Context: an optimization exercise on an open-source flow, tuned for small area, a short achievable clock period and few clock cycles. The choices shown serve that exercise and are no tape-out recipe. No run shown here included a check of the RTL's function; only the layout flow was run. No activity file was given, so power comes from the tool's default toggle rates.

**flow/config.mk**
```make
export PLATFORM = sky130hd
export DESIGN_NAME = fb_blit
export DESIGN_NICKNAME = fb_blit
export VERILOG_FILES = /design/flow/design.v
export SDC_FILE = /design/flow/constraint.sdc
export NUM_CORES = 4
export LEC_CHECK = 0
export CAP_MARGIN = 20
export CORE_MARGIN = 2
export CORE_UTILIZATION = 40
export SLEW_MARGIN = 20
```
**flow/run.sh**
```bash
#!/bin/bash
# synth_recipe.tcl (not shown) runs the flow's synth.tcl, then flattens the netlist and writes it again
# the make line also repeats each setting of config.mk as NAME=value (left out here)
make -C /OpenROAD-flow-scripts/flow DESIGN_CONFIG=/design/flow/config.mk WORK_HOME=/design/flow/orfs CLKGATE_MAP_FILE= SYNTH_SCRIPT=/design/flow/synth_recipe.tcl finish
```
**flow/design.v**
```verilog
module fb_blit (
    input  wire        clk,
    input  wire        rst,
    input  wire        cmd_valid,
    output wire        cmd_ready,
    input  wire [7:0]  cmd_op,
    input  wire [2:0]  cmd_mode,
    input  wire [1:0]  cmd_color,
    input  wire [15:0] cmd_arg0,
    input  wire [15:0] cmd_arg1,
    input  wire [15:0] cmd_arg2,
    input  wire [15:0] cmd_arg3,
    input  wire [15:0] cmd_arg4,
    input  wire [15:0] cmd_arg5,
    output wire        res_re,
    output wire [15:0] res_addr,
    input  wire [7:0]  res_rdata,
    output wire        fb_re,
    output wire [9:0]  fb_raddr,
    input  wire [7:0]  fb_rdata,
    output reg         fb_we,
    output reg  [9:0]  fb_waddr,
    output reg  [7:0]  fb_wdata
);
    localparam [7:0] OP_BITMAP = 8'h40;
    localparam [7:0] OP_SPRITE = 8'h50;
    localparam [1:0] C_OR   = 2'd0;    
    localparam [1:0] C_CLR  = 2'd1;    
    localparam [1:0] C_XOR  = 2'd2;    
    localparam [1:0] C_MASK = 2'd3;    
    localparam [1:0] M_NONE = 2'd0;    
    localparam [1:0] M_SEP  = 2'd1;    
    localparam [1:0] M_PLUS = 2'd2;    
    localparam [3:0] S_IDLE  = 4'd0;
    localparam [3:0] S_HDR0  = 4'd1;    
    localparam [3:0] S_HDR1  = 4'd2;    
    localparam [3:0] S_HDR2  = 4'd3;    
    localparam [3:0] S_GEO   = 4'd4;    
    localparam [3:0] S_LOOP  = 4'd5;    
    localparam [3:0] S_SWAP0 = 4'd6;    
    localparam [3:0] S_SWAP1 = 4'd7;    
    localparam [3:0] S_PLUSM = 4'd8;    
    localparam [3:0] S_RUN   = 4'd9;    
    localparam [3:0] S_DR1   = 4'd10;
    localparam [3:0] S_DR2   = 4'd11;
    reg [3:0]  state;
    reg        busy;
    reg [15:0] ra, al;
    reg [1:0]  comb, mkind;
    reg        spr;
    reg [7:0]  w, h;
    reg [8:0]  x9, y9;            
    reg [7:0]  fc;                
    reg [7:0]  mf;                
    reg [5:0]  rc;                
    reg        aph;               
    reg [3:0]  pd1, pu1;          
    reg        td, tu;            
    reg [6:0]  dc;                
    reg [7:0]  cw;                
    reg [3:0]  pg;                
    reg        dir, ph, first;
    reg        lastp, rv, rlast, lastc;
    reg [7:0]  s_rot;
    reg        c_go, c_wv, c_rv, c_first, c_up;
    reg [9:0]  wa1;
    reg [7:0]  scar, mcar;
    wire       masked = (mkind != M_NONE);
    wire       plus   = (mkind == M_PLUS);
    wire [2:0]  yo    = y9[2:0];
    wire        yz    = (yo != 3'd0);
    wire [5:0]  srow  = y9[8:3];                  
    wire        sneg  = srow[5];
    wire [5:0]  rows  = ({1'b0, h[7:3]}) + {5'd0, (h[2:0] != 3'd0)};
    wire [7:0]  ilo   = x9[8] ? (~x9[7:0] + 8'd1) : 8'd0;
    wire [5:0]  as_   = sneg ? (~srow + {5'd0, ~yz}) : 6'd0;    
    wire [15:0] wk    = plus ? {7'd0, w, 1'b0} : {8'd0, w};
    wire [15:0] iloK  = plus ? {7'd0, ilo, 1'b0} : {8'd0, ilo};
    wire [9:0]  xw    = {x9[8], x9} + {2'b00, w};
    wire [9:0]  yh    = {y9[8], y9} + {2'b00, h};
    wire        g_off = (w == 8'd0) || (h == 8'd0) || xw[9] || (xw == 10'd0) ||
                        yh[9] || (yh == 10'd0);
    wire [6:0]  g_e   = {srow[5], srow} + {1'b0, rows} - 7'd1 + {6'd0, yz};   
    wire        g_big = !g_e[6] && (g_e[5:3] != 3'd0);                        
    wire [3:0]  g_phi = g_big ? 4'd7 : g_e[3:0];
    wire [3:0]  g_plo = sneg ? 4'd0 : {1'b0, srow[2:0]};
    wire [3:0]  g_pd0 = sneg ? (yz ? 4'hF : 4'd0) : {1'b0, srow[2:0]};
    wire        g_td  = yz && !g_big;
    wire [7:0]  g_cw  = (x9[8] ? xw[7:0] : w) - 8'd1;
    wire [6:0]  g_dc  = x9[8] ? 7'd0 : x9[6:0];
    wire        tdir   = dir ? tu : td;
    wire [3:0]  pnext  = dir ? pg - 4'd1 : pg + 4'd1;
    wire [3:0]  n_pg   = (!lastp || (yz && !tdir)) ? pnext : pg;
    wire        n_dir  = dir ^ lastp;
    wire [3:0]  pd1m   = pd1 - 4'd1;
    wire [3:0]  pu1p   = pu1 + 4'd1;
    wire        n_t    = n_dir ? tu : td;
    wire        n_last = (n_pg == (n_dir ? pu1 : pd1));
    wire        n_rl   = n_last || (n_t && (n_pg == (n_dir ? pu1p : pd1m)));
    wire        sph0   = masked && rv && !ph;         
    wire        f_last = (g_pd0 == g_phi);
    wire        f_rl   = f_last || (g_td && ((g_pd0 + 4'd1) == g_phi));
    wire        lp_more = (rc != 6'd0) || (fc != 8'd0);
    wire        lp_last = (rc != 6'd0) ? ((rc == 6'd1) && (fc == 8'd0))
                                        : ((rows == 6'd1) && (fc == 8'd1));
    wire [4:0]  rows1_in = res_rdata[7:3] - {4'd0, (res_rdata[2:0] == 3'd0)};
    wire        hd_more  = (rc != 6'd0) || (fc != 8'd0);
    reg  [15:0] opnd;
    reg         cin;
    always @(*) begin
        opnd = 16'd0;
        cin  = 1'b0;
        case (state)
            S_HDR0, S_PLUSM: opnd = 16'd1;
            S_HDR1:  begin opnd = iloK; cin = 1'b1; end
            S_HDR2, S_LOOP: opnd = wk;
            S_GEO:   opnd = spr ? wk : iloK;
            S_SWAP1: opnd = {8'd0, ilo};
            S_RUN: begin
                if (rlast) begin
                    opnd = plus ? 16'd2 : 16'd1;
                end else if (dir) begin
                    opnd = ~wk;
                    cin  = 1'b1;
                end else begin
                    opnd = wk;
                end
            end
            default: ;
        endcase
    end
    wire [16:0] sum17 = {ra, 1'b1} + {opnd, cin};
    wire [15:0] sum   = sum17[16:1];
    wire        is_bmp  = (cmd_op == OP_BITMAP);
    wire        is_spr  = (cmd_op == OP_SPRITE);
    wire        mask_nz = (cmd_arg4 != 16'd0);
    wire [2:0]  mode_r  = (cmd_mode == 3'd5) ? (mask_nz ? 3'd3 : 3'd0) : cmd_mode;
    wire        b_zero  = (cmd_arg2 == 16'd0);
    wire        nop_bmp = (cmd_arg3[7:0] == 8'd0) || (cmd_arg4[7:0] == 8'd0) ||
                          (cmd_color == 2'd3);
    wire        nop_spr = (mode_r[2] && mode_r[1:0] != 2'd0) || (mode_r == 3'd3 && !mask_nz);
    wire        i_xfar  = cmd_arg0[15] ? (cmd_arg0[14:8] != 7'h7F) : (cmd_arg0[14:7] != 8'd0);
    wire        i_yfar  = cmd_arg1[15] ? (cmd_arg1[14:8] != 7'h7F) : (cmd_arg1[14:6] != 9'd0);
    wire        go      = !b_zero && !i_xfar && !i_yfar &&
                          ((is_bmp && !nop_bmp) || (is_spr && !nop_spr));
    assign cmd_ready = !busy;
    wire run = (state == S_RUN);
    assign res_addr = ra;
    assign res_re   = busy;
    assign fb_raddr = {pg[2:0], dc};
    assign fb_re    = busy;
    wire [15:0] rr2   = {res_rdata, res_rdata} << yo;
    wire [7:0]  rrot  = rr2[15:8];                        
    wire [7:0]  lom   = 8'hFF << yo;
    wire [7:0]  s_r   = c_rv ? (masked ? s_rot : rrot) : 8'd0;
    wire [7:0]  m_r   = c_rv ? (masked ? rrot : 8'hFF) : 8'd0;
    wire [7:0]  curm  = c_up ? ~lom : lom;
    wire [7:0]  S     = (s_r & curm) | (c_first ? 8'd0 : scar);
    wire [7:0]  M     = (m_r & curm) | (c_first ? 8'd0 : mcar);
    reg  [7:0]  wd;
    always @(*) begin
        case (comb)
            C_OR:    wd = fb_rdata | S;
            C_CLR:   wd = fb_rdata & ~S;
            C_XOR:   wd = fb_rdata ^ S;
            default: wd = (fb_rdata & ~M) | S;
        endcase
    end
    always @(posedge clk) begin
        s_rot    <= rrot;
        wa1      <= {pg[2:0], dc};
        fb_waddr <= wa1;
        fb_wdata <= wd;
        fb_we    <= !rst && c_go && c_wv;
        if (c_go) begin
            scar <= s_r & ~curm;
            mcar <= m_r & ~curm;
        end
        c_go    <= !rst && run && !sph0;
        c_wv    <= !pg[3];
        c_rv    <= rv;
        c_first <= first;
        c_up    <= dir && yz;
    end
    task automatic loop_done;
        begin
            if (mkind == M_SEP)
                state <= aph ? S_SWAP1 : S_SWAP0;
            else if (mkind == M_PLUS)
                state <= S_PLUSM;
            else
                state <= S_RUN;
        end
    endtask
    always @(posedge clk) begin
        if (rst) begin
            state <= S_IDLE;
            busy  <= 1'b0;
        end else begin
            case (state)
                S_IDLE: begin
                    ra    <= cmd_arg2;
                    al    <= cmd_arg4;
                    x9    <= cmd_arg0[8:0];
                    y9    <= cmd_arg1[8:0];
                    w     <= cmd_arg3[7:0];
                    h     <= cmd_arg4[7:0];
                    fc    <= is_spr ? cmd_arg3[7:0] : 8'd0;
                    mf    <= cmd_arg5[7:0];
                    spr   <= is_spr;
                    aph   <= 1'b0;
                    if (is_bmp) begin
                        mkind <= M_NONE;
                        case (cmd_color)
                            2'd0:    comb <= C_CLR;
                            2'd1:    comb <= C_OR;
                            default: comb <= C_XOR;
                        endcase
                    end else begin
                        case (mode_r)
                            3'd0: begin comb <= C_MASK; mkind <= M_NONE; end
                            3'd1: begin comb <= C_OR;   mkind <= M_NONE; end
                            3'd2: begin comb <= C_CLR;  mkind <= M_NONE; end
                            3'd3: begin comb <= C_MASK; mkind <= M_SEP;  end
                            default: begin comb <= C_MASK; mkind <= M_PLUS; end
                        endcase
                    end
                    if (cmd_valid && go) begin
                        busy  <= 1'b1;
                        state <= is_spr ? S_HDR0 : S_GEO;
                    end
                end
                S_HDR0: begin
                    ra    <= sum;               
                    rc    <= as_;
                    state <= S_HDR1;
                end
                S_HDR1: begin
                    ra    <= sum;               
                    w     <= res_rdata;
                    state <= S_HDR2;
                end
                S_HDR2: begin
                    h     <= res_rdata;
                    if (hd_more) begin
                        ra <= sum;
                        if (rc != 6'd0) begin
                            rc <= rc - 6'd1;
                        end else begin
                            fc <= fc - 8'd1;
                            rc <= {1'b0, rows1_in};
                        end
                    end
                    state <= S_GEO;
                end
                S_GEO: begin
                    pd1   <= g_phi;
                    pu1   <= g_plo;
                    td    <= g_td;
                    tu    <= yz && !sneg;
                    cw    <= g_cw;
                    dc    <= g_dc;
                    pg    <= g_pd0;
                    dir   <= 1'b0;
                    ph    <= 1'b0;
                    first <= 1'b1;
                    lastp <= f_last;
                    rv    <= !(f_last && g_td);
                    rlast <= f_rl;
                    lastc <= (g_cw == 8'd0) || (g_dc == 7'd127);
                    if (!spr) begin
                        ra <= sum;              
                        rc <= as_;
                    end else if (lp_more) begin
                        ra <= sum;
                        if (rc != 6'd0) begin
                            rc <= rc - 6'd1;
                        end else begin
                            fc <= fc - 8'd1;
                            rc <= rows - 6'd1;
                        end
                    end
                    if (g_off) begin
                        state <= S_IDLE;
                        busy  <= 1'b0;
                    end else if (spr ? (lp_more && !lp_last) : (as_ != 6'd0)) begin
                        state <= S_LOOP;
                    end else begin
                        loop_done;
                    end
                end
                S_LOOP: begin
                    if (lp_more) begin
                        ra <= sum;
                        if (rc != 6'd0) begin
                            rc <= rc - 6'd1;
                        end else begin
                            fc <= fc - 8'd1;
                            rc <= rows - 6'd1;
                        end
                    end
                    if (!lp_more || lp_last)
                        loop_done;
                end
                S_SWAP0: begin
                    ra    <= al;
                    al    <= ra;
                    aph   <= 1'b1;
                    rc    <= as_;
                    fc    <= mf;
                    state <= (as_ != 6'd0 || mf != 8'd0) ? S_LOOP : S_SWAP1;
                end
                S_SWAP1: begin
                    ra    <= al;
                    al    <= sum;
                    state <= S_RUN;
                end
                S_PLUSM: begin
                    al    <= sum;
                    state <= S_RUN;
                end
                S_RUN: begin
                    if (rv) begin
                        if (masked) begin
                            ra <= al;
                            al <= sum;
                        end else begin
                            ra <= sum;
                        end
                    end
                    if (sph0) begin
                        ph <= 1'b1;
                    end else begin
                        ph <= 1'b0;
                        if (lastp && lastc) begin
                            state <= S_DR1;
                        end else begin
                            pg    <= n_pg;
                            dir   <= n_dir;
                            first <= lastp;
                            lastp <= n_last;
                            rv    <= !(n_last && n_t);
                            rlast <= n_rl;
                            if (lastp) begin
                                dc    <= dc + 7'd1;
                                cw    <= cw - 8'd1;
                                lastc <= (cw == 8'd1) || (dc == 7'd126);
                            end
                        end
                    end
                end
                S_DR1: state <= S_DR2;
                S_DR2: begin
                    state <= S_IDLE;
                    busy  <= 1'b0;
                end
                default: begin
                    state <= S_IDLE;
                    busy  <= 1'b0;
                end
            endcase
        end
    end
endmodule
```
**flow/constraint.sdc**
```tcl
create_clock -name core_clock -period 12.0 [get_ports {clk}]
set_input_delay 2.4000 -clock core_clock [delete_from_list [all_inputs] [get_ports {clk}]]
set_output_delay 2.4000 -clock core_clock [all_outputs]
set_load 0.01 [all_outputs]
```
==> results of run 1 <==
-- kinds of logic (layout without fill, tap and decap cells) --
group	count (synthesis)	after routing	share of synthesized area
muxes	40	40	0.0391
and+or+nand+nor	523	523	0.186
DFF	192	192	0.396
adders and majority gates	83	83	0.0805
AOI/OAI and AO/OA	377	377	0.188
buffers and inverters	149	296	0.0440
xor gates and xnor gates	100	100	0.0665
-- placed cells by master, fill, tap and decap left out, drive strengths merged, types with 18 or more instances in the layout --
cell type and count:
a221oi 18, a22oi 20, o21ai 104, nor3 34
buf 18, nor2 150, ha 78, nand3 33
a31oi 19, nand2b 21, dfxtp 47, clkdlybuf4s50 159
inv 91, nor4 28, xnor2 57, xor2 42
a21oi 84, nand2 172, edfxtp 145
-- critical path, delay by kind of cell (launching register included) --
family                     cells  cell delay (ns)
and+or+nand+nor                3             0.84
xor gates and xnor gates       1             0.18
AOI/OAI and AO/OA              7             2.50
adders and majority gates      1             0.35
DFF                            1             0.57
buffers and inverters          1             0.28
-- routing by layer --
metal	part of all wire	global-route usage	up-vias
met5	0	0	-
met4	0.029	0.0800	0
met3	0.063	0.0388	67
met2	0.45	0.349	452
met1	0.45	0.293	5506
li1	-	-	5658
-- flip-flops by register name, indices dropped and copies added, names as in the netlist, 9 cells and up --
name and flops:
ra 16, al 16, wa1 10, fb_waddr 10, x9 9, y9 9
-- layout make-up --
class | instances | share of cell area
repair buffers | 177 | 0.108
inverters | 87 | 0.0205
clock inverters | 15 | 0.0122
flip-flops and latches | 192 | 0.330
clock buffers | 17 | 0.0265
well taps | 442 | 0.0345
multi-input cells | 1123 | 0.468
-- final timing paths --
check | start | endpoint | slack [ns] | depth (start not counted)
hold / removal | wa1[3] | fb_waddr[3] | 0.32 | 0
hold reg to reg | wa1[3] | fb_waddr[3] | 0.32 | 0
setup / recovery | state[2] | ra[11] | 7.02 | 13
setup reg to reg | state[2] | ra[11] | 7.02 | 13
-- per-stage QoR --
step	util	hold WS [ns]	area (µm²)	worst slack, ns	instances
6_report	0.490	0.324	16000	7.02	2053
3_5_place_dp	0.471	0.312	15400	6.75	2020
5_1_grt	0.490	0.334	16000	6.72	2053
4_1_cts	0.490	0.327	16000	7.11	2052
3_3_place_gp	0.471	0.310	15400	6.85	2020
2_1_floorplan	-	0.310	13400	7.46	1464
-- power breakdown --
part	switching (mW)	total, mW	internal [mW]
Combinational	0.161	0.303	0.142
Clock	0.282	0.617	0.335
Sequential	0.0260	0.768	0.742
==> run summary, run 1 <==
CP endpoint kind=flop; Rel. slew slack=0.236; most common cell in the synthesized netlist=nand2_1; footprint of the multi-input gates=7510 µm²; Slew Limit Fails=0; leakage=6.13 nW; top_reg_cell synth=edfxtp_1; Yosys warning count=1; Seq. cell area=5300 µm²; port bufs=159; # DRC=0; post-synthesis async set-or-reset flop share=0; share of the synthesized area in the top cell type=0.326; Final Wtd Congestion=0.894; DR pass1 iterations=5; fin nets=1809; Rows=66; slowest stage delay, CP=0.69 ns; required time of the critical path=12.21 ns; status=no timing/DRC/antenna violations; Fin. Hold Viols=0; Die Ht=187 µm; pwr/cell area=105 nW/µm²; Post-CTS Setup Bufs=0; Routed wire per std cell=18.8 µm; Initial DRC Count=1020; Layout area overhead=19.9%; CTS H-tree lvls=4; number of buffers created by CTS=17; mapped cell area=13400 µm²; # Max-Cap Violations=0; syn_nets=1675; Die Span X=187 µm; post-synthesis sequential area ratio=0.396; ANT cells=0; CP arrival=5.19 ns; post-synth cell types=88; antenna violations before repair=0; crit-path cells=buf_4 > nor2b_1 > nand2_1 > o21ai_0 > a32oi_1 > o221ai_1 > ha_1 > a2111oi_0 > nand2_1 > a32oi_1 > a21oi_1 > xor2_1 > a221o_1; Post-synth EDFFs=145; Clock Tree Buf Depth=2; RSZ-0062 raised after global routing=no; syn_area_per_cell=9.13 µm²; post-CTS resize count=0; CTS tree=built; Worst Path Class, Setup=reg -> reg; skew final=0.0136 ns; Worst-Skew Late Latency=0.46 ns; clock slew at reported path FFs=0.07 ns; area of the die=34900 µm²; Root Driver=clkbuf_16; Least-Margin Pin Slew=1.15 ns; Core Box Area=32700 µm²; dpl hpwl=28900 µm; Mapped Cells=1464; maximum VDD drop=0.108 mV; Starting Density=0.409; Final ANT Viol Nets=0; # setup viols final=0; Post-synth top cells=nand2_1, nor2_1, edfxtp_1; filler cell count in the final layout=3085; drt total wl=38500 µm; Hold Crit Class=reg -> reg; first-pass GRT wire length=60200 µm; Final period util=0.415; boundary pin count=176; Min Clock Period, post-route=4.98 ns; Max FO, Critical Path=15; routed vias=11700; largest area contributor in the netlist=edfxtp_1; GRT overflow=0; setup TNS=0 ns; share of layout cells above drive strength 1=0.0695; Critical-path top delay cell=o21ai_0; synthesized flop and latch total=192; CP Launch Type=flop; largest net degree at the start of global routing=39; via/cell ratio=5.69; fmax=201 MHz; Total Power=1.69 mW; Total GRT Usage=0.217; Clock Sinks=192; # hold bufs at CTS=0; top cells by area, synth=edfxtp_1, ha_1, dfxtp_1; number of global-route vias before repair=11200
==> run 2: changes to the inputs <==
==> flow/flow/run.sh (new file) <==
#!/bin/bash
# Standard layout, with plain buffers (not delay cells) on the ports.
set -euo pipefail
export BUFFER_PORTS_ARGS="-buffer_cell sky130_fd_sc_hd__buf_2"
bash standard.sh > flow.log 2>&1
==> flow/standard.sh (new file) <==
#!/bin/bash
# synth_recipe.tcl (not shown) runs the flow's synth.tcl, then flattens the netlist and writes it again
# the make line also repeats each setting of config.mk as NAME=value (left out here)
make -C /OpenROAD-flow-scripts/flow DESIGN_CONFIG=/design/flow/config.mk WORK_HOME=/design/flow/orfs CLKGATE_MAP_FILE= SYNTH_SCRIPT=/design/flow/synth_recipe.tcl "${@:-finish}"
removed: flow/run.sh
==> run 2 against run 1 <==
Hold slack lost 0.0022 ns; global-route usage shrank 0.26 points; area after synthesis is the same; non-clock buffer count shrank 1; maximum frequency shrank 2.1%; first-iteration DRC count shrank 12%; critical endpoint unchanged; count of clock-buffer cells in the layout grew 1; flip-flop and latch count is the same; register-to-register slack lost 0.11 ns; via count shrank 0.76%; synthesized cell count is the same.
==> run summary, run 2 <==
status=no timing/DRC/antenna violations; Die Ht=187 µm; Critical-path top delay cell=dfxtp_1; Final ANT Viol Nets=0; boundary pin count=176; Initial DRC Count=894; non-filler instance count after layout=2054; Fin. Hold Viols=0; Core Box Area=32700 µm²; clock slew at reported path FFs=0.08 ns; Post-CTS Setup Bufs=0; post-CTS resize count=0; fin nets=1808; Final Core Density=0.466; share of layout cells above drive strength 1=0.168; largest net degree at the start of global routing=40; Final Wtd Congestion=0.902; Starting Density=0.409; Clock Tree Buf Depth=2; Max FO, Critical Path=25; area of the die=34900 µm²; leakage=6.14 nW; Min Clock Period, post-route=5.09 ns; # DRC=0; Root Driver=clkbuf_16; Slew Limit Fails=0; most common cell in the synthesized netlist=nand2_1; Yosys warning count=1; Inst Count DP=2020; routed vias=11600; drt total wl=38100 µm; met3 WL=2420 µm; Clock Sinks=192; Die Span X=187 µm; pwr/cell area=108 nW/µm²; top_reg_cell synth=edfxtp_1; synthesized flop and latch total=192; number of global-route vias before repair=11000; CP Launch Type=flop; Layout area overhead=13.9%; Total GRT Usage=0.215; Final period util=0.424; CTS H-tree lvls=4; syn_nets=1675; share of the synthesized area in the top cell type=0.326; Highest Signal Layer=met4; # Max-Cap Violations=0; DR pass1 iterations=5; Post-synth EDFFs=145; post-synthesis async set-or-reset flop share=0; Mapped Cells=1464; # hold bufs at CTS=0; Least-Margin Pin Slew=1.14 ns; syn_area_per_cell=9.13 µm²; number of buffers created by CTS=17; dpl hpwl=28600 µm; top cells by area, synth=edfxtp_1, ha_1, dfxtp_1; crit-path cells=nor2b_1 > nand2_1 > o21ai_0 > a32oi_1 > o221ai_1 > ha_1 > a2111oi_0 > nand2_1 > a32oi_1 > a21oi_1 > xor2_1 > a221o_1; GRT overflow=0; Rows=66; Post-synth top cells=nand2_1, nor2_1, edfxtp_1; via/cell ratio=5.64; Rel. slew slack=0.238; post-synthesis sequential area ratio=0.396; mapped cell area=13400 µm²; post-synth cell types=88; Routed wire per std cell=18.6 µm; CP endpoint kind=flop; # setup viols final=0; Worst-Skew Late Latency=0.46 ns; setup TNS=0 ns; RSZ-0062 raised after global routing=no; required time of the critical path=12.21 ns; first-pass GRT wire length=59500 µm; maximum VDD drop=0.111 mV; CP arrival=5.30 ns; commonest cells after routing, fill and taps aside=nand2_1, buf_2, nor2_1, edfxtp_1, o21ai_0; WL met1=16900 µm; most common cell after layout, fill and taps aside=nand2_1; CTS tree=built; antenna violations before repair=2; slowest stage delay, CP=0.86 ns; Worst Path Class, Setup=reg -> reg; largest area contributor in the netlist=edfxtp_1; top flop regs=al: 16 flops, ra: 16 flops; Hold Crit Class=reg -> reg; met2 WL=17500 µm; skew final=0.0161 ns; Total Power=1.64 mW; port bufs=159; fmax=196 MHz
run 2: routing by layer:
metal | vias to the layer above | global-route usage
li1 | 5658 | -
met1 | 5432 | 0.281
met2 | 425 | 0.349
met3 | 79 | 0.0381
met4 | 0 | 0.0922
met5 | - | 0
run 2: through the flow:
step	setup slack, ns	instance area (µm²)	hold slack, ns
CTS	7.07	15200	0.322
detailed placement	7.11	14600	0.313
finish	6.91	15200	0.322
global route	6.55	15200	0.325
floorplan	7.46	13400	0.310
global placement	7.11	14600	0.310
run 2: cells by family after synthesis:
logic type,share of synthesized area
buf+inv,0.0440
mux,0.0391
flops,0.396
simple gates,0.186
fa+ha+maj,0.0805
xor+xnor,0.0665
compound gates,0.188
run 2: final timing paths:
check	from	end	slack (ns)	depth (start not counted)
worst max-delay path	state[2]	ra[11]	6.91	12
worst min-delay path	wa1[0]	fb_waddr[0]	0.32	0
worst max register to register	state[2]	ra[11]	6.91	12
worst min register to register	wa1[0]	fb_waddr[0]	0.32	0
run 2: report_power, final:
part	total (mW)	switching [mW]	leakage, nW	internal, mW
combinational	0.277	0.160	4.07	0.117
clock	0.600	0.289	0.297	0.311
sequential	0.768	0.0256	1.77	0.742
total	1.64	0.475	6.14	1.17
run 2: area by class of cell:
| class | count | area (µm²) |
|---|---|---|
| timing repair buffer | 176 | 923 |
| clock buffer | 18 | 450 |
| sequential | 192 | 5300 |
| fill | 3159 | 17500 |
| clock inverter | 14 | 158 |
| tap | 442 | 553 |
| inverter | 87 | 329 |
| multi-input combinational | 1123 | 7510 |
| antenna | 2 | 5.00 |
run 2: critical path, delay by kind of cell (launching register included):
kind / cells / cell delay [ns]
simple gates: 3 / 0.94
fa+ha+maj: 1 / 0.36
flops: 1 / 0.86
compound gates: 7 / 2.49
xor+xnor: 1 / 0.19
==> run 3: changes to the inputs <==
--- a/flow/config.mk
+++ b/flow/config.mk
@@ -5,6 +5,7 @@
 export SDC_FILE = /design/flow/constraint.sdc
 export NUM_CORES = 4
 export LEC_CHECK = 0
+export ABC_CLOCK_PERIOD_IN_PS = 3000
 export CAP_MARGIN = 20
 export CORE_MARGIN = 2
 export CORE_UTILIZATION = 40
==> run 3 against run 2 <==
Still clean; total power unchanged; wire length unchanged; flip-flop and latch count is the same; critical endpoint unchanged.
==> run summary, run 3 <==
status=no timing/DRC/antenna violations; CP arrival=5.30 ns; share of layout cells above drive strength 1=0.168; # Max-Cap Violations=0; filler cell count in the final layout=3159; clock slew at reported path FFs=0.08 ns; Total GRT Usage=0.215; share of the synthesized area in the top cell type=0.326; syn_nets=1675; RSZ-0062 raised after global routing=no; worst reg2reg startpoint=state[2]; Comb pwr share=0.168; leakage=6.14 nW; port bufs=159; first-pass GRT wire length=59500 µm; Die Span X=187 µm; Pint=1.17 mW; Final Wtd Congestion=0.902; # DRC=0; Hold Crit Class=reg -> reg; Fin. Hold Viols=0; Core Box Area=32700 µm²; Total Power=1.64 mW; fin nets=1808; Least-Margin Pin Slew=1.14 ns; Slew Limit Fails=0; Rel. slew slack=0.238; reg2reg path depth=12; antenna violations before repair=2; most common cell in the synthesized netlist=nand2_1; # setup viols final=0; skew final=0.0161 ns; dpl hpwl=28600 µm; post-synthesis sequential area ratio=0.396; Max FO, Critical Path=25; number of buffers created by CTS=17; drt total wl=38100 µm; GRT overflow=0; top_reg_cell synth=edfxtp_1; footprint of the multi-input gates=7510 µm²; Root Driver=clkbuf_16; design area=15200 µm²; Post-synth EDFFs=145; Switch Pwr=475 µW; most common cell after layout, fill and taps aside=nand2_1; syn_area_per_cell=9.13 µm²; largest area contributor in the netlist=edfxtp_1; Initial DRC Count=894; Post-DP Area=14600 µm²; maximum VDD drop=0.111 mV; routed vias=11600; Worst-Skew Late Latency=0.46 ns; Routed wire per std cell=18.6 µm; DR pass1 iterations=5; Layout area overhead=13.9%; hold endpoint=fb_waddr[0]; boundary pin count=176; CP endpoint kind=flop; synthesized flop and latch total=192; Hold Path Origin=wa1[0]; area of the die=34900 µm²; CTS H-tree lvls=4; post-synthesis async set-or-reset flop share=0; fmax=196 MHz; largest net degree at the start of global routing=40; via/cell ratio=5.64; register share of total power=0.467; Final period util=0.424; pwr/cell area=108 nW/µm²; setup TNS=0 ns; Clock Tree Buf Depth=2; Mapped Cells=1464; # hold bufs at CTS=0; Clock Sinks=192; r2r setup slk=6.91 ns; Yosys warning count=1; Post-CTS Setup Bufs=0; Post-synth top cells=nand2_1, nor2_1, edfxtp_1; Place WS=7.11 ns; worst r2r dst=ra[11]; post-synth cell types=88; mapped cell area=13400 µm²; Starting Density=0.409; top flop regs=al: 16 flops, ra: 16 flops; Rows=66; number of global-route vias before repair=11000; post-CTS resize count=0; CTS tree=built; clock share of power=0.365; top cells by area, synth=edfxtp_1, ha_1, dfxtp_1; Min Clock Period, post-route=5.09 ns; Die Ht=187 µm; commonest cells after routing, fill and taps aside=nand2_1, buf_2, nor2_1, edfxtp_1, o21ai_0; Final ANT Viol Nets=0; worst hold stages=0; final worst slack=6.91 ns; CP Launch Type=flop; Seq. cell area=5300 µm²; Worst Path Class, Setup=reg -> reg; required time of the critical path=12.21 ns; switching share of power=0.289
[run 3: cell counts after synthesis]
Identical to the previous run, type by type.
[run 3: cell families after synthesis]
group | synth area share
compound gates | 0.188
xor+xnor | 0.0665
fa+ha+maj | 0.0805
buf+inv | 0.0440
flops | 0.396
mux | 0.0391
simple gates | 0.186
[run 3: worst max-delay path, cell delays in order (launching register included)]
cell and delay, ns:
dfxtp_1 0.86, nor2b_1 0.49, nand2_1 0.29, o21ai_0 0.60
a32oi_1 0.12, o221ai_1 0.31, ha_1 0.36, a2111oi_0 0.64
nand2_1 0.16, a32oi_1 0.37, a21oi_1 0.13, xor2_1 0.19
a221o_1 0.32
[run 3: how the worst max path moves through the flow]
stage / from / end / slack, ns / depth (start not counted)
finish: state[2] / ra[11] / 6.91 / 12
global route: state[2] / al[12] / 6.55 / 17
CTS: state[2] / ra[11] / 7.07 / 12
detailed placement: state[2] / ra[11] / 7.11 / 12
global placement: state[2] / ra[11] / 7.11 / 12
floorplan: rst / comb[0] / 7.46 / 3
[run 3: cell type report]
type                       count  area share
antenna                        2    0.000329
clock buffer                  18      0.0296
clock inverter                14      0.0104
inverter                      87      0.0216
multi-input combinational   1123       0.493
sequential                   192       0.348
tap                          442      0.0363
timing repair buffer         176      0.0606
[run 3: per-layer routing]
metal	vias to the layer above	routed length (µm)	global-route usage	part of all wire
met5	-	0	0	0
met4	0	1320	0.0922	0.035
met3	79	2420	0.0381	0.063
met2	425	17500	0.349	0.46
met1	5432	16900	0.281	0.44
li1	5658	-	-	-
[run 3: per-stage QoR]
step	instances	utilization	hold WS [ns]
5_1_grt	2054	0.466	0.325
3_3_place_gp	2020	0.447	0.310
3_5_place_dp	2020	0.447	0.313
6_report	2054	0.466	0.322
4_1_cts	2052	0.465	0.322
2_1_floorplan	1464	-	0.310
[run 3: power by group through the flow]
stage	Combinational [mW]	Sequential, mW	Clock (mW)
CTS	0.275	0.767	0.613
floorplan	0.192	0.773	0
global placement	0.268	0.782	0
detailed placement	0.273	0.782	0
global route	0.309	0.771	0.635
finish	0.277	0.768	0.600
==> run 4: changes to the inputs <==
--- a/flow/config.mk
+++ b/flow/config.mk
@@ -5,7 +5,7 @@
 export SDC_FILE = /design/flow/constraint.sdc
 export NUM_CORES = 4
 export LEC_CHECK = 0
-export ABC_CLOCK_PERIOD_IN_PS = 3000
+export ABC_CLOCK_PERIOD_IN_PS = 4500
 export CAP_MARGIN = 20
 export CORE_MARGIN = 2
 export CORE_UTILIZATION = 40
==> run 4 against run 3 <==
Register-to-register slack about the same; clock power is essentially flat; critical path type unchanged; die area did not move; sequential share of layout area is the same; highest routed layer unchanged; area after synthesis unchanged; synthesized cell count unchanged; worst setup slack unchanged; wire length stayed put; still clean on timing, DRC and antenna; total power did not move; flip-flop and latch count did not move; clock skew stayed put; critical endpoint unchanged.
==> run summary, run 4 <==
Post-synth EDFFs=145; Buf/Inv on CP=0; Mapped Cells=1464; CTS H-tree lvls=4; number of buffers created by CTS=17; r2r setup slk=6.91 ns; syn_area_per_cell=9.13 µm²; Hold Path Origin=wa1[0]; most common cell after layout, fill and taps aside=nand2_1; skew final=0.0161 ns; CP endpoint kind=flop; post-CTS resize count=0; Critical-path top delay cell=dfxtp_1; Worst Setup SP=state[2]; RSZ-0062 raised after global routing=no; Yosys warning count=1; worst r2r dst=ra[11]; drt total wl=38100 µm; Rows=66; Routed wire per std cell=18.6 µm; # Max-Cap Violations=0; Total GRT Usage=0.215; reg2reg path depth=12; post-synthesis sequential area ratio=0.396; port bufs=159; slowest stage delay, CP=0.86 ns; Rel. slew slack=0.238; Die Ht=187 µm; Synth Area in Adders=0.0805; synthesized flop and latch total=192; post-synthesis async set-or-reset flop share=0; Least-Margin Pin Slew=1.14 ns; Min Clock Period, post-route=5.09 ns; Final period util=0.424; Root Driver=clkbuf_16; Final ANT Viol Nets=0; CP arrival=5.30 ns; Fin. Hold Viols=0; clock slew at reported path FFs=0.08 ns; CP Launch Type=flop; area of the die=34900 µm²; Post-CTS Setup Bufs=0; DR pass1 iterations=5; non-filler instance count after layout=2054; number of global-route vias before repair=11000; Inst Count DP=2020; top_reg_cell synth=edfxtp_1; leakage=6.14 nW; fin nets=1808; area share of xor/xnor cells in the synthesized design=0.0665; first-pass GRT wire length=59500 µm; post-synthesis mux area share=0.0391; GRT overflow=0; pwr/cell area=108 nW/µm²; Slew Limit Fails=0; required time of the critical path=12.21 ns; top cells by area, synth=edfxtp_1, ha_1, dfxtp_1; Post-synth top cells=nand2_1, nor2_1, edfxtp_1; Stages on worst setup path=12; Die Span X=187 µm; dpl hpwl=28600 µm; Final Wtd Congestion=0.902; Max FO, Critical Path=25; # setup viols final=0; Place WS=7.11 ns; most common cell in the synthesized netlist=nand2_1; antenna violations before repair=2; maximum VDD drop=0.111 mV; Clock Sinks=192; Initial DRC Count=894; CP top delay family=compound AO/OA/AOI/OAI gates; Worst Path Class, Setup=reg -> reg; final worst slack=6.91 ns; Final Core Density=0.466; share of layout cells above drive strength 1=0.168; routed vias=11600; worst reg2reg startpoint=state[2]; complex-gate fraction of the synthesized area=0.188; syn_nets=1675; largest net degree at the start of global routing=40; mapped cell area=13400 µm²; fmax=196 MHz; Setup crit end=ra[11]; top flop regs=al: 16 flops, ra: 16 flops; Core Box Area=32700 µm²; Worst-Skew Late Latency=0.46 ns; Hold Crit Class=reg -> reg; Layout area overhead=13.9%; dominant combinational cell family by area after synthesis=compound AO/OA/AOI/OAI gates; Starting Density=0.409; largest area contributor in the netlist=edfxtp_1; CTS tree=built; # DRC=0; Post-Synth Simple-Gate Area=0.186; status=no timing/DRC/antenna violations; post-synth cell types=88; crit-path cells=nor2b_1 > nand2_1 > o21ai_0 > a32oi_1 > o221ai_1 > ha_1 > a2111oi_0 > nand2_1 > a32oi_1 > a21oi_1 > xor2_1 > a221o_1; commonest cells after routing, fill and taps aside=nand2_1, buf_2, nor2_1, edfxtp_1, o21ai_0; share of the synthesized area in the top cell type=0.326; setup TNS=0 ns; via/cell ratio=5.64; Clock Tree Buf Depth=2; boundary pin count=176; # hold bufs at CTS=0
## run 4: power breakdown
| group | switching (mW) | internal (mW) | total [mW] |
|---|---|---|---|
| logic | 0.160 | 0.117 | 0.277 |
| registers | 0.0256 | 0.742 | 0.768 |
| clock network | 0.289 | 0.311 | 0.600 |
## run 4: cell families (layout without fill, tap and decap cells)
logic type / after synthesis / in the layout
mux: 40 / 40
other cells: 0 / 2
xor+xnor: 100 / 100
buf+inv: 149 / 295
compound gates: 377 / 377
flops: 192 / 192
fa+ha+maj: 83 / 83
simple gates: 523 / 523
## run 4: layout make-up
type | count | area, µm²
Antenna cell | 2 | 5.00
Clock inverter | 14 | 158
Multi-Input combinational cell | 1123 | 7510
Clock buffer | 18 | 450
Inverter | 87 | 329
Sequential cell | 192 | 5300
Timing Repair Buffer | 176 | 923
Tap cell | 442 | 553
Fill cell | 3159 | 17500
## run 4: how the worst min path moves through the flow
stage | end | slack (ns) | cells past startpoint
CTS | fb_waddr[0] | 0.32 | 0
finish | fb_waddr[0] | 0.32 | 0
global route | fb_waddr[0] | 0.33 | 0
floorplan | fb_waddr[0] | 0.31 | 0
detailed placement | fb_waddr[0] | 0.31 | 0
global placement | fb_waddr[4] | 0.31 | 0
## run 4: metal layers
metal,GRT usage,part of all wire
met3,0.0381,0.063
met2,0.349,0.46
met1,0.281,0.44
met4,0.0922,0.035
met5,0,0
## run 4: through the flow
stage	total power [mW]	hold slack (ns)	cell area, µm²
after CTS	1.65	0.322	15200
after floorplan	0.965	0.310	13400
after detailed placement	1.06	0.313	14600
final	1.64	0.322	15200
after global placement	1.05	0.310	14600
after global routing	1.71	0.325	15200
==> run 5: changes to the inputs <==
==> flow/flow/run.sh (replaced) <==
#!/bin/bash
# Standard layout with plain port buffers; timing repair aims for 8 ns of setup slack.
set -euo pipefail
export BUFFER_PORTS_ARGS="-buffer_cell sky130_fd_sc_hd__buf_2"
export SETUP_SLACK_MARGIN=8
bash standard.sh > flow.log 2>&1
--- a/flow/config.mk
+++ b/flow/config.mk
@@ -5,7 +5,6 @@
 export SDC_FILE = /design/flow/constraint.sdc
 export NUM_CORES = 4
 export LEC_CHECK = 0
-export ABC_CLOCK_PERIOD_IN_PS = 4500
 export CAP_MARGIN = 20
 export CORE_MARGIN = 2
 export CORE_UTILIZATION = 40
==> run 5 against run 4 <==
Flip-flop and latch count unchanged; first-iteration DRC count increased by 16%; maximum frequency increased by 25%; critical path type is now in -> reg; highest routed layer unchanged.
==> run summary, run 5 <==
Clock Tree Buf Depth=2; Yosys warning count=1; port bufs=159; slowest stage delay, CP=0.57 ns; CTS H-tree lvls=4; CP arrival=4.43 ns; dpl hpwl=29400 µm; Final period util=0.340; Rows=66; largest area contributor in the netlist=edfxtp_1; ANT cells=0; Mapped Cells=1464; required time of the critical path=12.35 ns; Worst-Skew Late Latency=0.45 ns; Post-synth EDFFs=145; Core Box Area=32700 µm²; top cells by area, synth=edfxtp_1, ha_1, dfxtp_1; CP endpoint kind=flop; most common cell after layout, fill and taps aside=nand2_1; Starting Density=0.409; Root Driver=clkbuf_16; pwr/cell area=103 nW/µm²; boundary pin count=176; Final ANT Viol Nets=0; Initial DRC Count=1037; Hold Crit Class=reg -> reg; filler cell count in the final layout=3117; # setup viols final=0; status=no timing/DRC/antenna violations; synthesized flop and latch total=192; clock slew at reported path FFs=0.07 ns; design area=16200 µm²; number of global-route vias before repair=11500; DR pass1 iterations=6; number of buffers created by CTS=17; commonest cells after routing, fill and taps aside=nand2_1, buf_2, edfxtp_1, nor2_1, o21ai_0; via/cell ratio=5.72; Die Ht=187 µm; Final Wtd Congestion=0.894; share of layout cells above drive strength 1=0.238; fmax=245 MHz; area of the die=34900 µm²; Die Span X=187 µm; antenna violations before repair=1; mapped cell area=13400 µm²; Routed wire per std cell=19.1 µm; GRT overflow=0; CTS tree=built; Rel. slew slack=0.166; maximum VDD drop=0.103 mV; Min Clock Period, post-route=4.08 ns; post-synth cell types=88; syn_nets=1675; top flop regs=al: 16 flops, ra: 16 flops; RSZ-0062 raised after global routing=yes; leakage=6.53 nW; top_reg_cell synth=edfxtp_1; Layout area overhead=21.2%; Clock Sinks=192; Least-Margin Pin Slew=1.25 ns; routed vias=12000; largest net degree at the start of global routing=40; crit-path cells=buf_6 > or4b_4 > nor3_4 > nand3_2 > a2111oi_4 > buf_4 > nor2_1 > nor2_2 > inv_1 > a311oi_2; post-synthesis async set-or-reset flop share=0; Inst Count DP=2021; CP Launch Type=input pin; setup TNS=0 ns; share of the synthesized area in the top cell type=0.326; Fin. Hold Viols=0; skew final=0.0116 ns; Critical-path top delay cell=or4b_4; # DRC=0; drt total wl=40200 µm; # Max-Cap Violations=0; post-synthesis sequential area ratio=0.396; syn_area_per_cell=9.13 µm²; final worst slack=7.92 ns; most common cell in the synthesized netlist=nand2_1; Total GRT Usage=0.226; Worst Path Class, Setup=in -> reg; non-filler instance count after layout=2102; Max FO, Critical Path=3; Slew Limit Fails=0; Place WS=7.23 ns; first-pass GRT wire length=62300 µm; fin nets=1858; Post-synth top cells=nand2_1, nor2_1, edfxtp_1; Post-DP Area=14700 µm²
-- run 5: cell families (layout without fill, tap and decap cells) --
group,Yosys count,after routing,synth area share
multiplexers,40,40,0.0391
AO/OA/AOI/OAI,377,377,0.188
flip-flops,192,192,0.396
XOR/XNOR,100,100,0.0665
adder cells (fa/ha/maj),83,83,0.0805
buffers and inverters,149,345,0.0440
AND/OR/NAND/NOR,523,523,0.186
-- run 5: layout make-up --
cell class,instances,area (µm²),share of cell area
sequential,192,5300,0.327
inverter,87,329,0.0203
clock buffer,21,472,0.0291
multi-input combinational,1123,7990,0.493
timing repair buffer,226,1450,0.0896
clock inverter,11,106,0.00656
tap,442,553,0.0341
-- run 5: through the flow --
stage / hold slack, ns / utilization / power (mW)
floorplan: 0.310 / - / 0.970
global placement: 0.310 / 0.449 / 1.06
detailed placement: 0.312 / 0.449 / 1.07
CTS: 0.328 / 0.477 / 1.65
global route: 0.331 / 0.496 / 1.75
finish: 0.327 / 0.496 / 1.68
-- run 5: timing repair --
item,4_1_cts,5_1_grt
resized for setup,39,93
setup endpoints to repair,38,35
pin swaps,10,29
buffers inserted,18,30
hold buffers,0,0
-- run 5: worst paths after layout --
check             startpoint          end  slack (ns)  depth (start not counted)
hold / removal        wa1[9]  fb_waddr[9]        0.33                          0
setup reg to reg    state[3]       ra[11]        8.03                         13
hold reg to reg       wa1[9]  fb_waddr[9]        0.33                          0
setup / recovery   cmd_op[7]     state[0]        7.92                         10
-- run 5: worst max-delay path, delay by kind of cell --
kind | cells | cell delay, ns
AOI/OAI and AO/OA | 2 | 0.56
buffers and inverters | 3 | 0.36
and+or+nand+nor | 5 | 1.12
-- run 5: power by group --
part | switching [mW] | total [mW] | internal, mW | leakage, nW
clock network | 0.268 | 0.574 | 0.306 | 0.282
logic | 0.184 | 0.334 | 0.150 | 4.47
registers | 0.0259 | 0.768 | 0.742 | 1.78
-- run 5: per-layer routing --
| layer | global-route usage | share of wire |
|---|---|---|
| met3 | 0.0381 | 0.070 |
| met5 | 0 | 0 |
| met2 | 0.374 | 0.47 |
| met4 | 0.0861 | 0.031 |
| met1 | 0.296 | 0.43 |
==> run 6: changes to the inputs <==
==> flow/flow/run.sh (replaced) <==
#!/bin/bash
# Standard layout with the smallest plain buffers on the ports.
set -euo pipefail
export BUFFER_PORTS_ARGS="-buffer_cell sky130_fd_sc_hd__buf_1"
bash standard.sh > flow.log 2>&1
--- a/flow/config.mk
+++ b/flow/config.mk
@@ -8,4 +8,5 @@
 export CAP_MARGIN = 20
 export CORE_MARGIN = 2
 export CORE_UTILIZATION = 40
+export CTS_BUF_LIST = sky130_fd_sc_hd__clkbuf_8
 export SLEW_MARGIN = 20
==> run 6 against run 5 <==
Worst setup slack lost 0.93 ns; non-clock buffer count shrank 49; sequential power is essentially flat; total power shrank 10%; critical path depth grew 2; still clean; highest routed layer is now met5; sequential share of layout area grew 2.9 points; wire length shrank 5.5%; flip-flop and latch count is the same; via count shrank 3.1%; critical path type is now reg -> reg.
==> run summary, run 6 <==
Clock Sinks=192; Clock Tree Buf Depth=2; skew final=0.0185 ns; CTS tree=built; clock share of power=0.311; Comb pwr share=0.180; first-pass GRT wire length=59800 µm; Rel. slew slack=0.284; setup TNS=0 ns; CP top delay family=compound AO/OA/AOI/OAI gates; Least-Margin Pin Slew=1.07 ns; Critical-path top delay cell=dfxtp_1; antenna violations before repair=1; Worst Path Class, Setup=reg -> reg; Min Clock Period, post-route=5.01 ns; Final Wtd Congestion=0.905; share of layout cells above drive strength 1=0.0708; status=no timing/DRC/antenna violations; filler cell count in the final layout=3221; top cells by area, synth=edfxtp_1, ha_1, dfxtp_1; number of buffers created by CTS=17; worst reg2reg startpoint=state[2]; fin nets=1809; post-synthesis async set-or-reset flop share=0; Mapped Cells=1464; largest net degree at the start of global routing=40; top flop regs=al: 16 flops, ra: 16 flops; pwr/cell area=102 nW/µm²; most common cell after layout, fill and taps aside=nand2_1; synthesized flop and latch total=192; # Max-Cap Violations=0; boundary pin count=176; Seq. cell area=5300 µm²; Final ANT Viol Nets=0; Die Span X=187 µm; Pint=1.05 mW; post-synth cell types=88; Post-synth EDFFs=145; Routed wire per std cell=18.5 µm; Yosys warning count=1; # setup viols final=0; Total GRT Usage=0.216; syn_nets=1675; DR pass1 iterations=5; fmax=199 MHz; RSZ-0062 raised after global routing=no; register share of total power=0.509; Fin. Hold Viols=0; Die Ht=187 µm; Starting Density=0.409; mapped cell area=13400 µm²; Slew Limit Fails=0; grt peak-use layer=met2; Post-synth top cells=nand2_1, nor2_1, edfxtp_1; slowest stage delay, CP=0.86 ns; Switch Pwr=460 µW; Hold Path Origin=wa1[5]; CP arrival=5.28 ns; # DRC=0; port bufs=159; commonest cells after routing, fill and taps aside=nand2_1, buf_1, nor2_1, edfxtp_1, o21ai_0; most common cell in the synthesized netlist=nand2_1; Post-CTS Setup Bufs=0; number of global-route vias before repair=11000; maximum VDD drop=0.0732 mV; Synth Area in Adders=0.0805; Core Box Area=32700 µm²; footprint of the multi-input gates=7520 µm²; switching share of power=0.305; Layout area overhead=11.1%; Hold Crit Class=reg -> reg; share of the synthesized area in the top cell type=0.326; top_reg_cell synth=edfxtp_1; area share of xor/xnor cells in the synthesized design=0.0665; area of the die=34900 µm²; dpl hpwl=28800 µm; Rows=66; Final Core Density=0.454; crit-path cells=nor2b_1 > nand2_1 > o21ai_0 > a32oi_1 > o221ai_1 > ha_1 > a2111oi_0 > nand2_1 > a32oi_1 > a21oi_1 > xor2_1 > a221o_1; Initial DRC Count=897; syn_area_per_cell=9.13 µm²; dominant combinational cell family by area after synthesis=compound AO/OA/AOI/OAI gates; clock slew at reported path FFs=0.11 ns; Post-Synth Simple-Gate Area=0.186; Buf/Inv on CP=0; GRT met2 Usage=0.349; Root Driver=clkbuf_8; largest area contributor in the netlist=edfxtp_1; design area=14900 µm²; CP endpoint kind=flop; # hold bufs at CTS=0; post-CTS resize count=0; routed vias=11700; GRT overflow=0; WHS=0.334 ns; Worst-Skew Late Latency=0.51 ns; Max FO, Critical Path=25; Final period util=0.418; required time of the critical path=12.27 ns; complex-gate fraction of the synthesized area=0.188; met1 usage in global routing=0.290; post-synthesis sequential area ratio=0.396; CP Launch Type=flop; CTS H-tree lvls=4; leakage=5.62 nW; Post-DP Area=14400 µm²; GR Layer Usage met3=0.0356; post-synthesis mux area share=0.0391; via/cell ratio=5.68; Worst Setup SP=state[2]; drt total wl=38000 µm
run 6: cell counts after synthesis:
Identical to the previous run, type by type.
run 6: power groups by stage:
stage	clock network [mW]	registers (mW)	logic [mW]
detailed placement	0	0.783	0.268
CTS	0.481	0.767	0.269
global placement	0	0.782	0.262
finish	0.469	0.768	0.271
floorplan	0	0.773	0.192
global route	0.507	0.771	0.304
run 6: worst reg2reg max path: cells and delay by family, from the launching register on:
| kind | cells | cell delay [ns] |
|---|---|---|
| AOI/OAI and AO/OA | 7 | 2.45 |
| and+or+nand+nor | 3 | 0.91 |
| DFF | 1 | 0.86 |
| adders and majority gates | 1 | 0.35 |
| xor gates and xnor gates | 1 | 0.19 |
run 6: logic make-up (layout without fill, tap and decap cells):
| logic type | Yosys count | after routing |
|---|---|---|
| AND/OR/NAND/NOR | 523 | 523 |
| AO/OA/AOI/OAI | 377 | 377 |
| flip-flops | 192 | 192 |
| buffers and inverters | 149 | 296 |
| XOR/XNOR | 100 | 100 |
| adder cells (fa/ha/maj) | 83 | 83 |
| multiplexers | 40 | 40 |
| other | 0 | 1 |
run 6: layout make-up:
class / instances / share of cell area
Timing Repair Buffer: 177 / 0.0493
Tap cell: 442 / 0.0372
Sequential cell: 192 / 0.356
Multi-Input combinational cell: 1123 / 0.506
Inverter: 87 / 0.0222
Clock buffer: 17 / 0.0157
Antenna cell: 1 / 0.000168
Clock inverter: 15 / 0.0128
run 6: worst paths after layout:
| path | to | slack (ns) | cells after the start |
|---|---|---|---|
| setup / recovery | ra[11] | 6.99 | 12 |
| hold / removal | fb_waddr[5] | 0.33 | 0 |
| setup reg to reg | ra[11] | 6.99 | 12 |
| hold reg to reg | fb_waddr[5] | 0.33 | 0 |
run 6: layer usage:
layer / vias to the layer above / wire length (µm)
li1: 5662 / -
met1: 5501 / 16900
met2: 423 / 17600
met3: 72 / 2490
met4: 2 / 1080
met5: - / 12
run 6: metrics by stage:
step	instances	setup slack [ns]	power [mW]
6_report	2054	6.99	1.51
5_1_grt	2053	6.64	1.58
4_1_cts	2053	7.04	1.52
3_5_place_dp	2021	7.07	1.05
3_3_place_gp	2021	7.10	1.04
2_1_floorplan	1464	7.46	0.965

[re-timing with driven ports]
The flow's constraints put no driver on any port. The routed layouts listed below were extracted and timed again, unchanged, in two steps. Step 1 sets driving cells, clkbuf_16 on the clock port and buf_2 on the other inputs (assumed; they add their load-dependent delay and slew). Step 2 times the ports against the registers' clock, not the clock port: input delays grow and output delays shrink by t, the midpoint of the rising clock arrivals with the driver on. a / b / c = no drivers / after step 1 / after step 2; a / b = the first two.
| run | shift t [ns] | slack for setup (ns) | slew at the worst register clock pin (ns) | pins driven straight from the clock port |
|---|---|---|---|---|
| run 1 | 0.504 | 7.018 / 7.018 / 6.770 | 0.08 / 0.08 | 1 |
| run 2 | 0.504 | 6.910 / 6.910 / 6.910 | 0.08 / 0.08 | 1 |
| run 3 | 0.504 | 6.910 / 6.910 / 6.910 | 0.08 / 0.08 | 1 |
| run 4 | 0.504 | 6.910 / 6.910 / 6.910 | 0.08 / 0.08 | 1 |
| run 5 | 0.500 | 7.917 / 7.935 / 7.435 | 0.08 / 0.08 | 1 |
| run 6 | 0.550 | 6.986 / 6.986 / 6.986 | 0.12 / 0.12 | 1 |
After both steps setup and hold are still met in every run listed. For run 5, which loses most, drivers alone change the setup slack by +0.018 ns; drivers and shift together by -0.482 ns.
